This is an optimization exercise on Yosys and OpenROAD, whose aim is small area and a short achievable clock period, not a production implementation. In this exercise RTL edits were held to simulation tests only and were not proved equivalent to the original. No driver is modelled on the clock port, so clock power and skew are understated where the tree is cut down; a real chip needs a root buffer or a tree. Power is estimated from default activity; no workload was simulated.

## red
==> flow/design.v <==
module jtag_pdi_sniffer (
    input  wire       clk,
    input  wire       rst,         
    input  wire       smp_valid,   
    input  wire       tms,
    input  wire       tdi,
    input  wire       tdo,
    output wire       out_valid,
    output wire [7:0] out_data,
    output wire       pdi_err
);
    localparam [3:0] S_RESET      = 4'hF,
                     S_IDLE       = 4'hC,
                     S_SELECT_DR  = 4'h7,
                     S_CAPTURE_DR = 4'h6,
                     S_SHIFT_DR   = 4'h2,
                     S_EXIT1_DR   = 4'h1,
                     S_PAUSE_DR   = 4'h3,
                     S_EXIT2_DR   = 4'h0,
                     S_UPDATE_DR  = 4'h5,
                     S_SELECT_IR  = 4'h4,
                     S_CAPTURE_IR = 4'hE,
                     S_SHIFT_IR   = 4'hA,
                     S_EXIT1_IR   = 4'h9,
                     S_PAUSE_IR   = 4'hB,
                     S_EXIT2_IR   = 4'h8,
                     S_UPDATE_IR  = 4'hD;
    reg sv, st, si, so, rr;
    always @(posedge clk) begin
        sv <= smp_valid;
        st <= tms;
        si <= tdi;
        so <= tdo;
        rr <= rst;
    end
    reg [3:0]  tap;
    reg        ir_id;      
    reg        ir_pdi;     
    reg [3:0]  irs;
    reg [31:0] dri;
    reg [31:22] dro;
    reg        par_w;      
    reg        par_r;      
    reg [3:0] tap_next;
    always @(*) begin
        case (tap)
            S_RESET:      tap_next = st ? S_RESET     : S_IDLE;
            S_IDLE:       tap_next = st ? S_SELECT_DR : S_IDLE;
            S_SELECT_DR:  tap_next = st ? S_SELECT_IR : S_CAPTURE_DR;
            S_CAPTURE_DR: tap_next = st ? S_EXIT1_DR  : S_SHIFT_DR;
            S_SHIFT_DR:   tap_next = st ? S_EXIT1_DR  : S_SHIFT_DR;
            S_EXIT1_DR:   tap_next = st ? S_UPDATE_DR : S_PAUSE_DR;
            S_PAUSE_DR:   tap_next = st ? S_EXIT2_DR  : S_PAUSE_DR;
            S_EXIT2_DR:   tap_next = st ? S_UPDATE_DR : S_SHIFT_DR;
            S_UPDATE_DR:  tap_next = st ? S_SELECT_DR : S_IDLE;
            S_SELECT_IR:  tap_next = st ? S_RESET     : S_CAPTURE_IR;
            S_CAPTURE_IR: tap_next = st ? S_EXIT1_IR  : S_SHIFT_IR;
            S_SHIFT_IR:   tap_next = st ? S_EXIT1_IR  : S_SHIFT_IR;
            S_EXIT1_IR:   tap_next = st ? S_UPDATE_IR : S_PAUSE_IR;
            S_PAUSE_IR:   tap_next = st ? S_EXIT2_IR  : S_PAUSE_IR;
            S_EXIT2_IR:   tap_next = st ? S_UPDATE_IR : S_SHIFT_IR;
            S_UPDATE_IR:  tap_next = st ? S_SELECT_DR : S_IDLE;
            default:      tap_next = st ? S_SELECT_DR : S_IDLE;
        endcase
    end
    wire commit = sv && (tap == S_UPDATE_DR);
    wire iev    = commit && ir_id;     
    wire pcm    = commit && ir_pdi;    
    reg  pev;              
    always @(posedge clk) begin
        pev <= pcm;
        if (rr) begin
            tap    <= S_RESET;
            ir_id  <= 1'b1;
            ir_pdi <= 1'b0;
            irs    <= 4'h0;
            dri    <= 32'h0;
            dro    <= 10'h0;
            par_w  <= 1'b0;
            par_r  <= 1'b0;
        end else if (sv) begin
            case (tap)
                S_RESET: begin
                    ir_id  <= 1'b1;
                    ir_pdi <= 1'b0;
                end
                S_SHIFT_DR: begin
                    dri   <= {si, dri[31:1]};
                    dro   <= {so, dro[31:23]};
                    par_w <= par_w ^ dri[31] ^ dri[22];
                    par_r <= par_r ^ dro[31] ^ dro[22];
                end
                S_SHIFT_IR:  irs <= {si, irs[3:1]};
                S_UPDATE_IR: begin
                    ir_id  <= (irs == 4'h3);
                    ir_pdi <= (irs == 4'h7);
                end
                default: ;
            endcase
            tap <= tap_next;
        end
    end
    reg        idl;        
    reg        rd;         
    reg        big;        
    reg        lds;        
    reg        cap;        
    reg [1:0]  arg;        
    reg [2:0]  kc;         
    reg [23:0] acc;        
    localparam [1:0] P_NONE = 2'd0, P_DEC = 2'd1, P_LD = 2'd2, P_CLR = 2'd3;
    reg [31:0] rg;
    reg [1:0]  ph;
    reg [1:0]  pop;        
    reg        pa;         
    reg        bw;         
    wire       enz = |rg;  
    wire       bad = rd ? par_r : par_w;
    wire [7:0] b   = rd ? dro[29:22] : dri[29:22];
    wire       act = (pop != P_NONE) && (pa || ph == 2'd0);
    wire       bin = (ph == 2'd0) || bw;
    reg  [7:0] ldb;
    always @(*) begin
        case (ph)
            2'd0:    ldb = dri[29:22];
            2'd1:    ldb = acc[7:0];
            2'd2:    ldb = acc[15:8];
            default: ldb = acc[23:16];
        endcase
    end
    reg  [7:0] nb;
    always @(*) begin
        if (!act)
            nb = rg[7:0];
        else case (pop)
            P_DEC:   nb = rg[7:0] - {7'd0, bin};
            P_LD:    nb = (ph <= arg) ? ldb : 8'd0;
            default: nb = 8'd0;
        endcase
    end
    always @(posedge clk) begin
        rg   <= {nb, rg[31:8]};
        ph   <= ph + 2'd1;
        bw   <= bin && (rg[7:0] == 8'd0);
        pa   <= act && ph != 2'd3;
        if (act && ph == 2'd3)
            pop <= P_NONE;
        if (rr) begin
            idl <= 1'b1;
            rd  <= 1'b0;
            big <= 1'b0;
            lds <= 1'b0;
            cap <= 1'b0;
            pop <= P_CLR;
            pa  <= 1'b0;
        end else if (pev) begin
            if (bad) begin
                idl <= 1'b1;
                rd  <= 1'b0;
                big <= 1'b0;
                lds <= 1'b0;
                cap <= 1'b0;
                if (big) pop <= P_CLR;
            end else if (idl) begin
                case (b[7:4])
                    4'h0: begin idl <= 1'b0; lds <= 1'b1; end   
                    4'h1: begin idl <= 1'b0; rd <= 1'b1; big <= 1'b1; end  
                    4'h2: begin idl <= 1'b0; end  
                    4'h3: begin idl <= 1'b0; big <= 1'b1; end  
                    4'h4: begin idl <= 1'b0; rd <= 1'b1; end  
                    4'h5: begin idl <= 1'b0; cap <= 1'b1; end  
                    4'h6: begin idl <= 1'b0; end  
                    4'h7: begin idl <= 1'b0; end  
                    4'hF: ;                                    
                    default: begin idl <= 1'b0; rd <= 1'b1; end  
                endcase
            end else begin
                if (kc != 3'd0) begin
                end else if (big && enz) begin
                    pop <= P_DEC;
                end else begin
                    if (cap) begin
                        pop <= P_LD;
                        cap <= 1'b0;
                    end
                    if (lds) begin
                        rd  <= 1'b1;
                        lds <= 1'b0;
                    end else begin
                        idl <= 1'b1;
                        rd  <= 1'b0;
                        big <= 1'b0;
                    end
                end
            end
        end
    end
    reg [2:0] kc_cmd;
    always @(*) begin
        case (b[7:4])
            4'h0:    kc_cmd = {1'b0, b[3:2]};                            
            4'h2:    kc_cmd = {1'b0, b[3:2]} + {1'b0, b[1:0]} + 3'd1;    
            4'h1, 4'h3, 4'h5:
                     kc_cmd = {1'b0, b[1:0]};                            
            4'h7:    kc_cmd = 3'd7;                                      
            default: kc_cmd = 3'd0;
        endcase
    end
    always @(posedge clk) begin
        if (pev && !bad) begin
            if (idl) begin
                arg <= b[1:0];
                kc  <= kc_cmd;
            end else if (kc != 3'd0) begin
                kc <= kc - 3'd1;
                if (cap) acc <= {acc[15:0], b};
            end else begin
                kc <= {1'b0, arg};
            end
        end
    end
    wire pdi_byte = pcm && !bad && !idl;
    reg       e3, e2, e1, e0;    
    reg       ep;                
    reg       ov;
    reg       perr;
    reg [7:0] od;
    always @(posedge clk) begin
        if (rr) begin
            e3 <= 1'b0; e2 <= 1'b0; e1 <= 1'b0; e0 <= 1'b0;
            ep <= 1'b0;
        end else begin
            e3 <= iev;
            e2 <= e3;
            e1 <= e2;
            e0 <= e1;
            ep <= pdi_byte;
        end
        ov   <= !rst && !rr && (iev || e3 || e2 || e1 || e0 || pdi_byte || ep);
        perr <= !rst && !rr && pev && bad;
        od <= ({8{iev}}      & 8'h10)
            | ({8{pdi_byte}} & 8'h11)
            | ({8{e3}}       & dri[31:24])
            | ({8{e2}}       & dri[23:16])
            | ({8{e1}}       & dri[15:8])
            | ({8{e0}}       & dri[7:0])
            | ({8{ep}}       & b);
    end
    assign out_valid = ov;
    assign out_data  = od;
    assign pdi_err   = perr;
endmodule
Settings: LEC_CHECK=0, CAP_MARGIN=5, CORE_MARGIN=2, CORE_UTILIZATION=72, PLACE_DENSITY=0.8, SETUP_SLACK_MARGIN=4.5, SLEW_MARGIN=5; clock period 6.5 ns.
standard.sh (not shown) runs the stock make flow with config.mk's settings and CLKGATE_MAP_FILE= SYNTH_SCRIPT=/design/flow/synth_recipe.tcl, a recipe that flattens the netlist after the stock synthesis.
==> flow/flow/run.sh <==
#!/bin/bash
# Standard ORFS layout, except that the clock tree is built by flow/pre_cts.tcl
# (a flat tree of four clock buffers) instead of TritonCTS.
set -euo pipefail
W=$(pwd)
export PRE_CTS_TCL="$W/flow/pre_cts.tcl"
bash standard.sh finish > "$W/orfs_flow.log" 2>&1
==> flow/flow/mcts.tcl <==
proc mcts_split {items idx parts} {
  set s [lsort -integer -index $idx $items]
  set n [llength $s]
  set per [expr {double($n) / $parts}]
  set out {}
  for {set k 0} {$k < $parts} {incr k} {
    lappend out [lrange $s [expr {int(round($k * $per))}] [expr {int(round(($k + 1) * $per)) - 1}]]
  }
  return $out
}

proc mcts_centre {items} {
  set sx 0; set sy 0
  foreach s $items { set sx [expr {$sx + [lindex $s 1]}]; set sy [expr {$sy + [lindex $s 2]}] }
  return [list [expr {int($sx / [llength $items])}] [expr {int($sy / [llength $items])}]]
}

proc mcts_buffer {name master x y innet outnet} {
  set block [ord::get_db_block]
  set m [[ord::get_db] findMaster $master]
  set inst [odb::dbInst_create $block $m $name]
  $inst setLocation $x $y
  $inst setPlacementStatus PLACED
  [$inst findITerm A] connect $innet
  [$inst findITerm X] connect $outnet
  return $inst
}

proc manual_cts {cols rows leaf {top ""}} {
  set block [ord::get_db_block]
  set clknet [$block findNet clk]
  set sinks {}
  foreach it [$clknet getITerms] {
    set bb [[$it getInst] getBBox]
    lappend sinks [list $it [expr {([$bb xMin] + [$bb xMax]) / 2}] [expr {([$bb yMin] + [$bb yMax]) / 2}]]
  }
  set groups {}
  foreach col [mcts_split $sinks 1 $cols] {
    foreach g [mcts_split $col 2 $rows] { lappend groups $g }
  }
  set nl [llength $groups]
  if {$top eq ""} {
    set tops [list]
    for {set i 0} {$i < $nl} {incr i} { lappend tops [list $i] }
  } else {
    # groups are column-major; consecutive groups are neighbours
    set per [expr {$nl / 4}]
    set tops [list]
    for {set t 0} {$t < 4} {incr t} {
      set l {}
      for {set j 0} {$j < $per} {incr j} { lappend l [expr {$t * $per + $j}] }
      lappend tops $l
    }
  }
  set t 0
  foreach tl $tops {
    if {$top eq ""} {
      set drvnet $clknet
    } else {
      set drvnet [odb::dbNet_create $block "mclknet_t$t"]
      $drvnet setSigType CLOCK
      set pts {}
      foreach i $tl { lappend pts [concat [list x] [mcts_centre [lindex $groups $i]]] }
      set c [mcts_centre $pts]
      mcts_buffer "mclkbuf_t$t" $top [lindex $c 0] [lindex $c 1] $clknet $drvnet
    }
    foreach i $tl {
      set g [lindex $groups $i]
      set net [odb::dbNet_create $block "mclknet_$i"]
      $net setSigType CLOCK
      foreach s $g { set it [lindex $s 0]; $it disconnect; $it connect $net }
      set c [mcts_centre $g]
      mcts_buffer "mclkbuf_$i" $leaf [lindex $c 0] [lindex $c 1] $drvnet $net
    }
    incr t
  }
  puts "manual_cts: [llength $sinks] sinks, $nl leaf buffers ($leaf), top buffers: [expr {$top eq "" ? 0 : 4}] ($top)"
}
==> flow/flow/pre_cts.tcl <==
# Replace TritonCTS with a small balanced clock tree: the clock port drives
# four buffers, each driving two leaf buffers, each driving the registers of
# one region (see mcts.tcl).
source [file join [file dirname [info script]] mcts.tcl]
manual_cts 4 2 sky130_fd_sc_hd__buf_8 sky130_fd_sc_hd__buf_8
rename clock_tree_synthesis orig_clock_tree_synthesis
proc clock_tree_synthesis {args} {
  puts "clock_tree_synthesis: replaced by the manual clock tree"
  set_propagated_clock [all_clocks]
}
Input-level comparison between blue and red:
--- a/flow/flow/pre_cts.tcl
+++ b/flow/flow/pre_cts.tcl
@@ -4,3 +4,3 @@
 source [file join [file dirname [info script]] mcts.tcl]
-manual_cts 4 2 sky130_fd_sc_hd__buf_8 sky130_fd_sc_hd__buf_8
+manual_cts 4 2 sky130_fd_sc_hd__buf_12 sky130_fd_sc_hd__buf_8
 rename clock_tree_synthesis orig_clock_tree_synthesis
--- a/flow/config.mk
+++ b/flow/config.mk
@@ -7,7 +7,7 @@
 export LEC_CHECK = 0
-export CAP_MARGIN = 5
+export CAP_MARGIN = 20
 export CORE_MARGIN = 2
-export CORE_UTILIZATION = 72
-export PLACE_DENSITY = 0.8
+export CORE_UTILIZATION = 65
+export PLACE_DENSITY = 0.75
 export SETUP_SLACK_MARGIN = 4.5
-export SLEW_MARGIN = 5
+export SLEW_MARGIN = 20
Results
Changes observed in blue relative to red: met2 layer usage reported by global route dropped 8.0 points; total wire length after detailed routing has decreased.
On worst-margin pin slew: blue sits above red.
On multiplexer share of the synthesized area, red and blue are basically level.
blue ended up with od[7] as its worst setup path startpoint; red ended up with od[0].
Max power after layout across red and blue: blue
Of the two values seen for worst setup path endpoint, out_data[7] was produced by blue and out_data[0] by red.
> inputs changed (blue -> green)
--- a/flow/flow/pre_cts.tcl
+++ b/flow/flow/pre_cts.tcl
@@ -4,3 +4,3 @@
 source [file join [file dirname [info script]] mcts.tcl]
-manual_cts 4 2 sky130_fd_sc_hd__buf_12 sky130_fd_sc_hd__buf_8
+manual_cts 4 2 sky130_fd_sc_hd__buf_8 sky130_fd_sc_hd__buf_8
 rename clock_tree_synthesis orig_clock_tree_synthesis
--- a/flow/config.mk
+++ b/flow/config.mk
@@ -9,4 +9,4 @@
 export CORE_MARGIN = 2
-export CORE_UTILIZATION = 65
-export PLACE_DENSITY = 0.75
+export CORE_UTILIZATION = 72
+export PLACE_DENSITY = 0.8
 export SETUP_SLACK_MARGIN = 4.5
==> comparison <==
Combined flip-flop and latch cell area delta (blue -> green): insignificant. Per the final summary, green finished and its layout is clean on timing, DRC and antenna. blue → green: via count of the first global-routing pass rose by 198, area after synthesis stayed essentially flat, smallest setup slack after layout saw a decrease, maximum vdd drop has decreased.
Modified inputs, orange compared to green
--- a/flow/flow/mcts.tcl
+++ b/flow/flow/mcts.tcl
@@ -24,3 +24,3 @@
   [$inst findITerm A] connect $innet
-  [$inst findITerm X] connect $outnet
+  [$inst findITerm [expr {[string match "*inv*" $master] ? "Y" : "X"}]] connect $outnet
   return $inst
==> flow/flow/pre_cts.tcl <==
# Replace TritonCTS with a small balanced clock tree: the clock port drives
# four inverters, each driving two leaf inverters, each driving the registers
# of one region (see mcts.tcl).  Two inversions: the registers see clk.
source [file join [file dirname [info script]] mcts.tcl]
manual_cts 4 2 sky130_fd_sc_hd__inv_8 sky130_fd_sc_hd__inv_4
# cts.tcl next clones clock inverters next to each register; the tree is
# already complete, so that step is skipped too.
rename repair_clock_inverters orig_repair_clock_inverters
proc repair_clock_inverters {args} {
  puts "repair_clock_inverters: skipped, the manual clock tree is complete"
}
rename clock_tree_synthesis orig_clock_tree_synthesis
proc clock_tree_synthesis {args} {
  puts "clock_tree_synthesis: replaced by the manual clock tree"
  set_propagated_clock [all_clocks]
}
--- a/flow/config.mk
+++ b/flow/config.mk
@@ -11,3 +11,3 @@
 export PLACE_DENSITY = 0.8
-export SETUP_SLACK_MARGIN = 4.5
+export SETUP_SLACK_MARGIN = 4.65
 export SLEW_MARGIN = 20
[summary]
orange: all stages complete, timing, DRC and antenna checks passed. Relative to green, critical path depth has increased by 4 in orange. green → orange: flip-flop and latch area shows an increase of 18 um^2; internal power component shows a reduction of 13%; routing usage on met1 shows a reduction of 2.0 points; wire length on met2 shows an increase of about 3.5%; total power shows a reduction of 0.095 mW.
In every run of this note, the design's own scripts or RTL, not TritonCTS, make the clock network.

-- static timing again, ports no longer ideal --
Ports are ideal in the flow. The routed layouts listed here were re-timed in OpenROAD.
Step 1 assumes that a clkbuf_16 drives the clock port and a buf_2 every other input.
Step 2 also shifts input and output timing later by t, the mid clock arrival at the registers, as if the neighbouring blocks saw the same clock.
Three values: ideal ports, drivers, drivers and shift; two values: the first two.
| run | t (ns) | setup slack, ns | slew at the worst register clock pin (ns) |
|---|---|---|---|
| red | 0.304 | 4.525 / 4.450 / 4.355 | 0.11 / 0.11 |
| blue | 0.298 | 4.531 / 4.458 / 4.341 | 0.08 / 0.08 |
| green | 0.304 | 4.525 / 4.450 / 4.355 | 0.11 / 0.11 |
| orange | 0.234 | 4.511 / 4.511 / 4.511 | 0.10 / 0.10 |
After both steps every run listed still meets setup and hold. The setup slack of blue, which loses most, moves by -0.073 ns with the drivers and by -0.190 ns with both steps.
